This is an optimization exercise on Yosys and OpenROAD, whose aim is a short achievable clock period and few clock cycles, not a production implementation.
At most, simulation tests tie the RTL to the original design; equivalence was not proved.
Power figures rest on the tool's default switching activity, not on a simulated workload.

run A:
// intc_timer
module intc_timer (
    input  wire        clk,
    input  wire        rst,
    input  wire        cmd_valid,
    output reg         cmd_ready,
    input  wire [2:0]  cmd_op,
    input  wire [23:0] cmd_arg,
    input  wire [7:0]  cmd_data,
    output reg         rsp_valid,
    output reg  [7:0]  rsp_data,
    output wire [2:0]  pend,
    output reg  [1:0]  irq_line,
    output reg  [15:0] irq_vector
);
clock: 6.0 ns
lec_check: 0
abc_clock_period_in_ps: 2200
cap_margin: 20
core_margin: 2
core_utilization: 40
setup_slack_margin: 3.4
slew_margin: 20
tns_end_percent: 100
run.sh (not shown) runs the stock make flow with config.mk's settings and CLKGATE_MAP_FILE= SYNTH_SCRIPT=/design/flow/synth_recipe.tcl, a recipe that flattens the netlist after the stock synthesis.
Testbench counts of run A, summed over its fixed seeds: cycles 5,072.
[inputs] run B vs run A
Settings: changing CORE_UTILIZATION from 40 to 65; changing SETUP_SLACK_MARGIN from 3.4 to 3.6; setting PLACE_DENSITY to 0.75 for the first time.
Results
[run B vs run A] area of all sequential standard cells: higher in run B. The placed wire-length estimate after detailed placement reported for run B is smaller than that of run A by about 5%. Of the two values seen for critical path's slowest cell, dfxtp_4 was produced by run B and or4b_4 by run A. NOTE: worst path setup slack after routing in run B exceeds that of run A.
Input-level comparison between run C and run B:
Settings: swapping 3.6 for 3.7 in SETUP_SLACK_MARGIN; clearing PLACE_DENSITY, which used to be 0.75; swapping 65 for 40 in CORE_UTILIZATION.
### Flow results
For run C, the cell type of the slowest stage on the worst timing path was or4b_4, unlike run B, where it was dfxtp_4.
The share of the final layout cell area in multi-input gates reported for run C is smaller than that of run B by 0.88 points.
Run B consumes less power than run C.
Against run B as the reference, run C delivers a higher clock buffer count from CTS.
On total wirelength of the detailed-routed design: between run B and run C, it ends up higher for run B.
Re sum of routed wire segments on met1: run C is about 12% up on run B.

========
intc_timer, a different RTL version from the one above (not shown whole).
Size in the first run: ~69 I/O pins, ~0.035 mm2 of cells after synthesis.
Design intc_timer, start of the top module:
module intc_timer (
    input  wire        clk,
    input  wire        rst,
    input  wire        cmd_valid,
    output reg         cmd_ready,
    input  wire [2:0]  cmd_op,
    input  wire [23:0] cmd_arg,
    input  wire [7:0]  cmd_data,
    output reg         rsp_valid,
    output reg  [7:0]  rsp_data,
    output wire [2:0]  pend,
    output reg  [1:0]  irq_line,
    output reg  [15:0] irq_vector
);
    localparam [2:0] OP_POWER    = 3'd0;
    localparam [2:0] OP_STEP     = 3'd1;
    localparam [2:0] OP_READ     = 3'd2;
    localparam [2:0] OP_WRITE    = 3'd3;
    localparam [2:0] OP_LINE     = 3'd4;
    localparam [2:0] OP_BOUNDARY = 3'd5;
    localparam [15:0] VEC_TIQ  = 16'hFFFA;
    localparam [15:0] VEC_IRQ1 = 16'hFFF8;
    localparam [15:0] VEC_IRQ2 = 16'hFFF6;
    localparam [2:0] HOLD = 3'd5;      
    function nvc;
        input [2:0]  op;
        input [2:0]  sel;
        input        d0;
        begin
            nvc = op == OP_STEP || op == OP_POWER ||
                  (op == OP_WRITE && sel == 3'd3 && d0) ||
                  (op == OP_READ && sel == 3'd4);
        end
    endfunction
    reg        s0_v;
    reg [2:0]  s0_op;
    reg [23:0] s0_arg;
    reg [7:0]  s0_data;
    reg [8:0]  s0_s;        
    reg [8:0]  s0_m1;       
    reg [9:0]  s0_m3;       
    reg [2:0]  bc;          
    wire s0_nv;                        
    wire s0_flag;                      
    wire s0_fits;                      
    wire s0_adv = s0_v && (bc == 3'd0 || !s0_nv);     
    wire s0_acc = cmd_valid && cmd_ready;
    wire s0_v_n = s0_acc || (s0_v && !s0_adv);
    wire s0_nv_n = s0_acc ? nvc(cmd_op, cmd_arg[2:0], cmd_data[0]) :
                            nvc(s0_op, s0_arg[2:0], s0_data[0]);
    wire [2:0] bc_n = (s0_adv && s0_flag) ? HOLD :
                      (bc != 3'd0) ? bc - 3'd1 : 3'd0;
    always @(posedge clk) begin
        if (rst) begin
            s0_v      <= 1'b0;
            bc        <= 3'd0;
            cmd_ready <= 1'b1;
        end else begin
            s0_v      <= s0_v_n;
            bc        <= bc_n;
            cmd_ready <= !s0_v_n || bc_n == 3'd0 || !s0_nv_n;
        end
        if (s0_acc) begin
            s0_op   <= cmd_op;
            s0_arg  <= cmd_arg;
  ...
clock: 6.0 ns
lec_check: 0
abc_clock_period_in_ps: 2200
cap_margin: 20
core_margin: 2
core_utilization: 50
place_density: 0.65
setup_slack_margin: 3.8
slew_margin: 20
tns_end_percent: 100
Change:
Settings changed: CORE_UTILIZATION 50 to 40, PLACE_DENSITY 0.65 to unset, SETUP_SLACK_MARGIN 3.8 to 3.6.
=> The new run passed the timing, DRC and antenna checks; utilization falls by 15 points; sequential power is about the same; worst hold slack improves by 0.0048 ns; non-clock buffer count falls by 67; setup slack improves by 0.14 ns; combinational power falls by 7.9%; final area falls by 2.5%.
No run of this note included a check of the RTL's function; only the layout flow was run.

==> static timing again, ports no longer ideal <==
Ports are ideal in the flow. The routed layouts listed here were re-timed in OpenROAD.
Step 1 (the two cells are an assumption about what drives the block):
set clk [get_ports {clk}]
set_driving_cell -lib_cell sky130_fd_sc_hd__clkbuf_16 $clk
set_driving_cell -lib_cell sky130_fd_sc_hd__buf_2 [delete_from_list [all_inputs] $clk]
Step 2 moves the port delays by t, midway between the first and last clock arrival at a register: inputs arrive t later, outputs are due t later. That takes back most of the time a late clock gives input paths.
Slacks: ideal ports / drivers / drivers and shift; pairs: ideal ports / drivers.
run | shift t [ns] | setup slack, ns | worst setup path at the end | latest minus earliest clock arrival (ns) | worst register clock-pin slew, ns
run A | 0.679 | 3.254 / 3.254 / 2.793 | input to register | 0.042 / 0.042 | 0.06 / 0.06
run B | 0.668 | 3.331 / 3.331 / 3.056 | input to register | 0.047 / 0.046 | 0.07 / 0.07
run C | 0.681 | 3.369 / 3.369 / 3.004 | input to register | 0.055 / 0.055 | 0.07 / 0.07
the first run of note 2 | 0.694 | 2.631 / 2.631 / 2.631 | register to register | 0.039 / 0.039 | 0.07 / 0.07
the second run of note 2 | 0.694 | 2.770 / 2.770 / 2.770 | register to register | 0.031 / 0.031 | 0.07 / 0.07
After both steps every run listed still meets setup and hold. The setup slack of run A, which loses most, moves by 0.000 ns with the drivers and by -0.461 ns with both steps.
